Source: an optimization exercise on an open RTL-to-GDS flow (aim: small area). Production flows keep margins and buffers that such runs may drop. In this exercise RTL edits were held to simulation tests only and were not proved equivalent to the original. Power is estimated from default activity; no workload was simulated.

// hex_flash_receiver
module hex_flash_receiver (
    input  wire         clk,
    input  wire         rst,             
    input  wire         in_valid,
    output wire         in_ready,
    input  wire [1:0]   in_op,           
    input  wire [63:0]  in_frame,        
    input  wire [31:0]  in_now,          
    output wire         res_valid,
    output wire [1:0]   res_op,
    output wire [1:0]   res_code,        
    output wire [15:0]  res_line,
    output wire         res_in_progress,
    output wire         res_complete,
    output wire         wr_valid,        
    output wire [31:0]  wr_addr,
    output wire [4:0]   wr_len,
    output wire [127:0] wr_data
);
For scale: about 20000 um^2 of cells after synthesis.
export LEC_CHECK = 0
export CAP_MARGIN = 20
export CORE_MARGIN = 2
export CORE_UTILIZATION = 40
export SLEW_MARGIN = 20
export SYNTH_HIERARCHICAL = 1
create_clock -name core_clock -period 10.0 [get_ports {clk}]
standard.sh (not shown) runs the stock make flow with config.mk's settings and CLKGATE_MAP_FILE= SYNTH_SCRIPT=/design/flow/synth_recipe.tcl, a recipe that flattens the netlist after the stock synthesis.
==> flow/flow/run.sh <==
#!/bin/bash
# Layout flow: the standard layout (standard.sh: the standard synthesis,
# floorplan, power grid, placement, CTS and routing, unchanged) with two
# settings of the ORFS scripts changed:
#  - every input and output port is still buffered, with the platform's
#    smallest buffer (buf_1) instead of the resizer's default choice;
#  - clock tree: registers are clustered 25 to a leaf buffer (within 80 um),
#    and no dummy loads are added to balance the tree.
# make's whole output goes to flow_make.log; ORFS keeps each step's log under
# orfs/logs/.
set -euo pipefail
export BUFFER_PORTS_ARGS="-buffer_cell sky130_fd_sc_hd__buf_1"
export CTS_ARGS="-sink_clustering_enable -repair_clock_nets -dont_use_dummy_load -sink_clustering_size 25 -sink_clustering_max_diameter 80"
bash standard.sh > flow_make.log 2>&1
The first run completed with no timing, DRC or antenna violations.
Then changed:
==> flow/flow/run.sh (replaced) <==
#!/bin/bash
# Layout flow: the standard layout (standard.sh: the standard synthesis,
# floorplan, power grid, placement, CTS and routing, unchanged) with three
# settings of the ORFS scripts changed:
#  - every input and output port is still buffered, with the platform's
#    smallest buffer (buf_1) instead of the resizer's default choice;
#  - clock tree: registers are clustered 25 to a leaf buffer (within 80 um),
#    and no dummy loads are added to balance the tree;
#  - after global routing, repair_timing recovers power on paths with
#    positive slack (RECOVER_POWER), i.e. it downsizes cells that have slack.
# make's whole output goes to flow_make.log; ORFS keeps each step's log under
# orfs/logs/.
set -euo pipefail
export BUFFER_PORTS_ARGS="-buffer_cell sky130_fd_sc_hd__buf_1"
export CTS_ARGS="-sink_clustering_enable -repair_clock_nets -dont_use_dummy_load -sink_clustering_size 25 -sink_clustering_max_diameter 80"
export RECOVER_POWER=100
bash standard.sh > flow_make.log 2>&1
This time the run finished with capacitance limit, slew limit left.
Wire length hardly moves.
Total power fell by 0.45%.
Design area shrinks by 0.75%.
Non-clock buffer count is unchanged.
Clock skew rises by 0.0035 ns.
Synthesized cell count stays the same.
Worst setup slack degrades by 0.0048 ns.
Utilization went down by 0.32 points.
Global-route usage stays the same.

* * *

the previous run:
Another version of the RTL of hex_flash_receiver (not shown whole).
Size: ~1900 cells after synthesis, ~290 I/O pins.
==> flow/design.v (excerpt) <==
module hex_flash_receiver (
    input  wire         clk,
    input  wire         rst,             
    input  wire         in_valid,
    output wire         in_ready,
    input  wire [1:0]   in_op,           
    input  wire [63:0]  in_frame,        
    input  wire [31:0]  in_now,          
    output wire         res_valid,
    output wire [1:0]   res_op,
    output wire [1:0]   res_code,        
    output wire [15:0]  res_line,
    output wire         res_in_progress,
    output wire         res_complete,
    output wire         wr_valid,        
    output wire [31:0]  wr_addr,
    output wire [4:0]   wr_len,
    output wire [127:0] wr_data
);
==> flow/config.mk <==
export PLATFORM = sky130hd
export DESIGN_NAME = hex_flash_receiver
export DESIGN_NICKNAME = hex_flash_receiver
export VERILOG_FILES = /design/flow/design.v
export SDC_FILE = /design/flow/constraint.sdc
export NUM_CORES = 8
export LEC_CHECK = 0
export CAP_MARGIN = 20
export CORE_MARGIN = 2
export CORE_UTILIZATION = 40
export SLEW_MARGIN = 20
export SYNTH_HIERARCHICAL = 1
==> flow/constraint.sdc <==
create_clock -name core_clock -period 10.0 [get_ports {clk}]
set_input_delay 2.0000 -clock core_clock [delete_from_list [all_inputs] [get_ports {clk}]]
set_output_delay 2.0000 -clock core_clock [all_outputs]
set_load 0.01 [all_outputs]
==> flow/flow/run.sh <==
#!/bin/bash
# Layout flow: the standard layout (standard.sh) with these changes:
#  - after the standard synthesis, its combinational cells are mapped again
#    for area: each library cell but the flip-flops and full adders is
#    replaced by its Boolean function and ABC maps that logic once more
#    (flow/remap.abc). Flip-flops, full adders and the netlist's names are
#    kept as the standard synthesis made them; the standard netlist is kept
#    as 1_2_yosys.std.v;
#  - every input and output port is still buffered, with the platform's
#    smallest buffer (buf_1) instead of the resizer's default choice;
#  - clock tree: clkbuf_4 buffers, registers clustered 8 to a leaf buffer
#    (within 40 um), and no dummy loads added to balance the tree.
# Each tool's output goes to a log of its own here: flow_synth.log,
# flow_remap.log, flow_make.log (and ORFS's step logs under orfs/logs/).
set -euo pipefail
P=${FLOW_PLATFORM:-sky130hd}
R=orfs/results/$P/hex_flash_receiver/base
L=orfs/logs/$P/hex_flash_receiver/base
LIB=$FLOW_HOME/platforms/$P/lib/sky130_fd_sc_hd__tt_025C_1v80.lib
YOSYS=$(command -v yosys || echo "$FLOW_HOME/../tools/install/yosys/bin/yosys")
export BUFFER_PORTS_ARGS="-buffer_cell sky130_fd_sc_hd__buf_1"
export CTS_ARGS="-sink_clustering_enable -repair_clock_nets -dont_use_dummy_load -buf_list sky130_fd_sc_hd__clkbuf_4 -sink_clustering_size 8 -sink_clustering_max_diameter 40"

bash standard.sh synth > flow_synth.log 2>&1

cp "$R/1_2_yosys.v" "$R/1_2_yosys.std.v"
TYPES=$(grep -o 'sky130_fd_sc_hd__[a-z0-9_]*' "$R/1_2_yosys.std.v" | sort -u)
python3 flow/cell_functions.py flow_cells.v $TYPES
DONTUSE=$(grep -o -- '-dont_use [^ ]*' "$L/1_2_yosys.log" | sort -u | tr '\n' ' ')
printf 'set_driving_cell sky130_fd_sc_hd__buf_1\nset_load 5\n' > flow_abc.constr
sed -e "s|@LIB@|$LIB|g" -e "s|@IN@|$R/1_2_yosys.std.v|" -e "s|@TOP@|${FLOW_TOP:-hex_flash_receiver}|" \
    -e "s|@FUNC@|flow_cells.v|" -e "s|@ABC@|$(pwd)/flow/remap.abc|" -e "s|@DONTUSE@|$DONTUSE|" \
    -e "s|@CONSTR@|$(pwd)/flow_abc.constr|" -e "s|@STAT@|flow_remap_stat.txt|" \
    -e "s|@OUT@|$R/1_2_yosys.v|" flow/remap.ys.in > flow_remap.ys
"$YOSYS" -s flow_remap.ys > flow_remap.log 2>&1

bash standard.sh > flow_make.log 2>&1
Other scripts of this flow, unchanged in this note and not shown: flow/flow/cell_functions.py, flow/flow/remap.abc, flow/flow/remap.ys.in
Here is what was changed in the inputs of the current run compared with the previous run.
Settings: CORE_UTILIZATION changed from 40 to 65.
## What came out
- The initial antenna violation count in the current run sits 5 below the value recorded for the previous run.
- In the flow results for the previous run and the current run, the clock network power share is larger on the previous run.
- Of the current run and the previous run, it is the current run that has the higher core utilization.
- The current run vs. the previous run: multi-input combinational area share went up by 0.74 points.
- The current run vs. the previous run: register-to-register slack shows a reduction of 0.21 ns; final worst-path setup slack increased 0.12 ns; combinational cell fraction of total power now larger; final layout net count now smaller.
- Looking at non-clock buffer count, the current run sits 2 lower than the previous run does.

* * *

Another version of the RTL of hex_flash_receiver (not shown whole).
Size: ~2000 cells after synthesis, ~290 I/O pins.
==> flow/config.mk <==
export PLATFORM = sky130hd
export DESIGN_NAME = hex_flash_receiver
export DESIGN_NICKNAME = hex_flash_receiver
export VERILOG_FILES = /design/flow/design.v
export SDC_FILE = /design/flow/constraint.sdc
export NUM_CORES = 8
export LEC_CHECK = 0
export CAP_MARGIN = 20
export CORE_MARGIN = 2
export CORE_UTILIZATION = 40
export SLEW_MARGIN = 20
export SYNTH_HIERARCHICAL = 1
==> flow/constraint.sdc <==
create_clock -name core_clock -period 10.0 [get_ports {clk}]
set_input_delay 2.0000 -clock core_clock [delete_from_list [all_inputs] [get_ports {clk}]]
set_output_delay 2.0000 -clock core_clock [all_outputs]
set_load 0.01 [all_outputs]
==> flow/flow/run.sh <==
#!/bin/bash
# Layout flow: the standard layout (standard.sh) with these changes:
#  - after the standard synthesis, its combinational cells are mapped again
#    for area: each library cell is replaced by its Boolean function and ABC
#    maps the logic once more (flow/remap.abc). Flip-flops, full and half
#    adders and the netlist's names are kept as the standard synthesis made
#    them; the standard netlist is kept as 1_2_yosys.std.v;
#  - every input and output port is still buffered, with the platform's
#    smallest buffer (buf_1) instead of the resizer's default choice;
#  - clock tree: registers are clustered 25 to a leaf buffer (within 80 um),
#    and no dummy loads are added to balance the tree.
# Each tool's output goes to a log of its own here: flow_synth.log,
# flow_remap.log, flow_make.log (and ORFS's step logs under orfs/logs/).
set -euo pipefail
P=${FLOW_PLATFORM:-sky130hd}
R=orfs/results/$P/hex_flash_receiver/base
L=orfs/logs/$P/hex_flash_receiver/base
LIB=$FLOW_HOME/platforms/$P/lib/sky130_fd_sc_hd__tt_025C_1v80.lib
YOSYS=$(command -v yosys || echo "$FLOW_HOME/../tools/install/yosys/bin/yosys")
export BUFFER_PORTS_ARGS="-buffer_cell sky130_fd_sc_hd__buf_1"
export CTS_ARGS="-sink_clustering_enable -repair_clock_nets -dont_use_dummy_load -sink_clustering_size 25 -sink_clustering_max_diameter 80"

bash standard.sh synth > flow_synth.log 2>&1

cp "$R/1_2_yosys.v" "$R/1_2_yosys.std.v"
TYPES=$(grep -o 'sky130_fd_sc_hd__[a-z0-9_]*' "$R/1_2_yosys.std.v" | sort -u)
python3 flow/cell_functions.py flow_cells.v $TYPES
DONTUSE=$(grep -o -- '-dont_use [^ ]*' "$L/1_2_yosys.log" | sort -u | tr '\n' ' ')
printf 'set_driving_cell sky130_fd_sc_hd__buf_1\nset_load 5\n' > flow_abc.constr
sed -e "s|@LIB@|$LIB|g" -e "s|@IN@|$R/1_2_yosys.std.v|" -e "s|@TOP@|${FLOW_TOP:-hex_flash_receiver}|" \
    -e "s|@FUNC@|flow_cells.v|" -e "s|@ABC@|$(pwd)/flow/remap.abc|" -e "s|@DONTUSE@|$DONTUSE|" \
    -e "s|@CONSTR@|$(pwd)/flow_abc.constr|" -e "s|@STAT@|flow_remap_stat.txt|" \
    -e "s|@OUT@|$R/1_2_yosys.v|" flow/remap.ys.in > flow_remap.ys
"$YOSYS" -s flow_remap.ys > flow_remap.log 2>&1

bash standard.sh > flow_make.log 2>&1
==> flow/flow/cell_functions.py <==
import re, sys
lib = open('/OpenROAD-flow-scripts/flow/platforms/sky130hd/lib/sky130_fd_sc_hd__tt_025C_1v80.lib').read()
used = set(sys.argv[2:]) if len(sys.argv) > 2 else None
out = open(sys.argv[1], 'w')
# crude parse: iterate cells
pos = 0
cellre = re.compile(r'\n\s*cell\s*\(\s*"?(\w+)"?\s*\)\s*\{')
ms = list(cellre.finditer(lib))
for i, m in enumerate(ms):
    name = m.group(1)
    body = lib[m.end(): ms[i+1].start() if i+1 < len(ms) else len(lib)]
    if used is not None and name not in used: continue
    if re.search(r'\bff\s*\(|\blatch\s*\(|statetable', body): continue
    if re.search(r'__(fa|ha|fah|fahcin|fahcon)_', name): continue
    pins = re.findall(r'\n\s*pin\s*\(\s*"?(\w+)"?\s*\)\s*\{(.*?)\n\s*\}\s*(?=\n\s*pin|\n\s*\w+\s*\(|\Z)', body, re.S)
    # simpler: find pin blocks with direction and function
    ins = []; outs = []
    for pm in re.finditer(r'(?<!pg_)pin\s*\(\s*"?(\w+)"?\s*\)\s*\{', body):
        pn = pm.group(1)
        seg = body[pm.end(): pm.end()+4000]
        d = re.search(r'direction\s*:\s*"?(\w+)"?', seg)
        if not d: continue
        if d.group(1) == 'input': ins.append(pn)
        elif d.group(1) == 'output':
            f = re.search(r'function\s*:\s*"([^"]*)"', seg)
            if f: outs.append((pn, f.group(1)))
    if not outs: continue
    ins = sorted(set(ins))
    out.write('(* techmap_celltype = "%s" *)\nmodule _map_%s (%s);\n' % (name, name, ', '.join(ins + [o for o, _ in outs])))
    for p in ins: out.write('  input %s;\n' % p)
    for o, f in outs:
        ff = f.replace('!', '~').replace('*', '&').replace('+', '|')
        ff = re.sub(r"(\w+)'", r"(~\1)", ff)
        out.write('  output %s;\n  assign %s = %s;\n' % (o, o, ff))
    out.write('endmodule\n')
==> flow/flow/remap.abc <==
strash
dch -f
amap
topo
Other scripts of this flow, unchanged in this note and not shown: flow/flow/remap.ys.in
The starting point finished clean.
Next try:
--- a/flow/flow/run.sh
+++ b/flow/flow/run.sh
@@ -2,12 +2,13 @@
 # Layout flow: the standard layout (standard.sh) with these changes:
 #  - after the standard synthesis, its combinational cells are mapped again
-#    for area: each library cell is replaced by its Boolean function and ABC
-#    maps the logic once more (flow/remap.abc). Flip-flops, full and half
-#    adders and the netlist's names are kept as the standard synthesis made
-#    them; the standard netlist is kept as 1_2_yosys.std.v;
+#    for area: each library cell but the flip-flops and full adders is
+#    replaced by its Boolean function and ABC maps that logic once more
+#    (flow/remap.abc). Flip-flops, full adders and the netlist's names are
+#    kept as the standard synthesis made them; the standard netlist is kept
+#    as 1_2_yosys.std.v;
 #  - every input and output port is still buffered, with the platform's
 #    smallest buffer (buf_1) instead of the resizer's default choice;
-#  - clock tree: registers are clustered 25 to a leaf buffer (within 80 um),
-#    and no dummy loads are added to balance the tree.
+#  - clock tree: clkbuf_4 buffers, registers clustered 8 to a leaf buffer
+#    (within 40 um), and no dummy loads added to balance the tree.
 # Each tool's output goes to a log of its own here: flow_synth.log,
 # flow_remap.log, flow_make.log (and ORFS's step logs under orfs/logs/).
@@ -19,5 +20,5 @@
 YOSYS=$(command -v yosys || echo "$FLOW_HOME/../tools/install/yosys/bin/yosys")
 export BUFFER_PORTS_ARGS="-buffer_cell sky130_fd_sc_hd__buf_1"
-export CTS_ARGS="-sink_clustering_enable -repair_clock_nets -dont_use_dummy_load -sink_clustering_size 25 -sink_clustering_max_diameter 80"
+export CTS_ARGS="-sink_clustering_enable -repair_clock_nets -dont_use_dummy_load -buf_list sky130_fd_sc_hd__clkbuf_4 -sink_clustering_size 8 -sink_clustering_max_diameter 40"
 
 bash standard.sh synth > flow_synth.log 2>&1
--- a/flow/flow/cell_functions.py
+++ b/flow/flow/cell_functions.py
@@ -12,5 +12,5 @@
     if used is not None and name not in used: continue
     if re.search(r'\bff\s*\(|\blatch\s*\(|statetable', body): continue
-    if re.search(r'__(fa|ha|fah|fahcin|fahcon)_', name): continue
+    if re.search(r'__(fa|fah|fahcin|fahcon)_', name): continue
     pins = re.findall(r'\n\s*pin\s*\(\s*"?(\w+)"?\s*\)\s*\{(.*?)\n\s*\}\s*(?=\n\s*pin|\n\s*\w+\s*\(|\Z)', body, re.S)
     # simpler: find pin blocks with direction and function
==> flow/flow/remap.abc (replaced) <==
strash
dc2
dch -f
amap -F 100 -A 50
mfs2 -a
strash
dc2
dch -f
amap -F 100 -A 50
mfs2 -a
strash
dc2
dch -f
amap -F 100 -A 50
topo
After rerunning: Synthesized area drops by about 3.6%. Synthesized cell count drops by about 2.5%. Non-clock buffer count climbs by 1. Cell count drops by about 0.43%.

re-timing with driven ports:
In the flow no input, the clock included, has a driving cell. The finished layouts below were timed again as built, in two steps.
Step 1, drivers: a clkbuf_16 drives clk and a buf_2 each remaining input, both assumed.
Step 2 also shifts input and output timing later by t, the mid clock arrival at the registers, as if the neighbouring blocks saw the same clock.
Slacks: ideal ports / drivers / drivers and shift; pairs: ideal ports / drivers.
run	t (ns)	setup WS [ns]	worst setup path at the end	worst slew at a driven data input, ns	cell pins on the clock port's net
the first run of note 1	0.619	0.736 / 0.679 / 1.298	register to output	0.08	1
the second run of note 1	0.619	0.732 / 0.675 / 1.294	register to output	0.07	1
the previous run	0.804	0.824 / 0.772 / 1.191	register to register	0.10	1
the current run	0.742	0.946 / 0.898 / 0.980	register to register	0.08	1
the first run of note 3	0.607	0.745 / 0.688 / 1.043	input to register	0.07	1
the second run of note 3	0.819	0.896 / 0.839 / 1.179	input to register	0.10	1
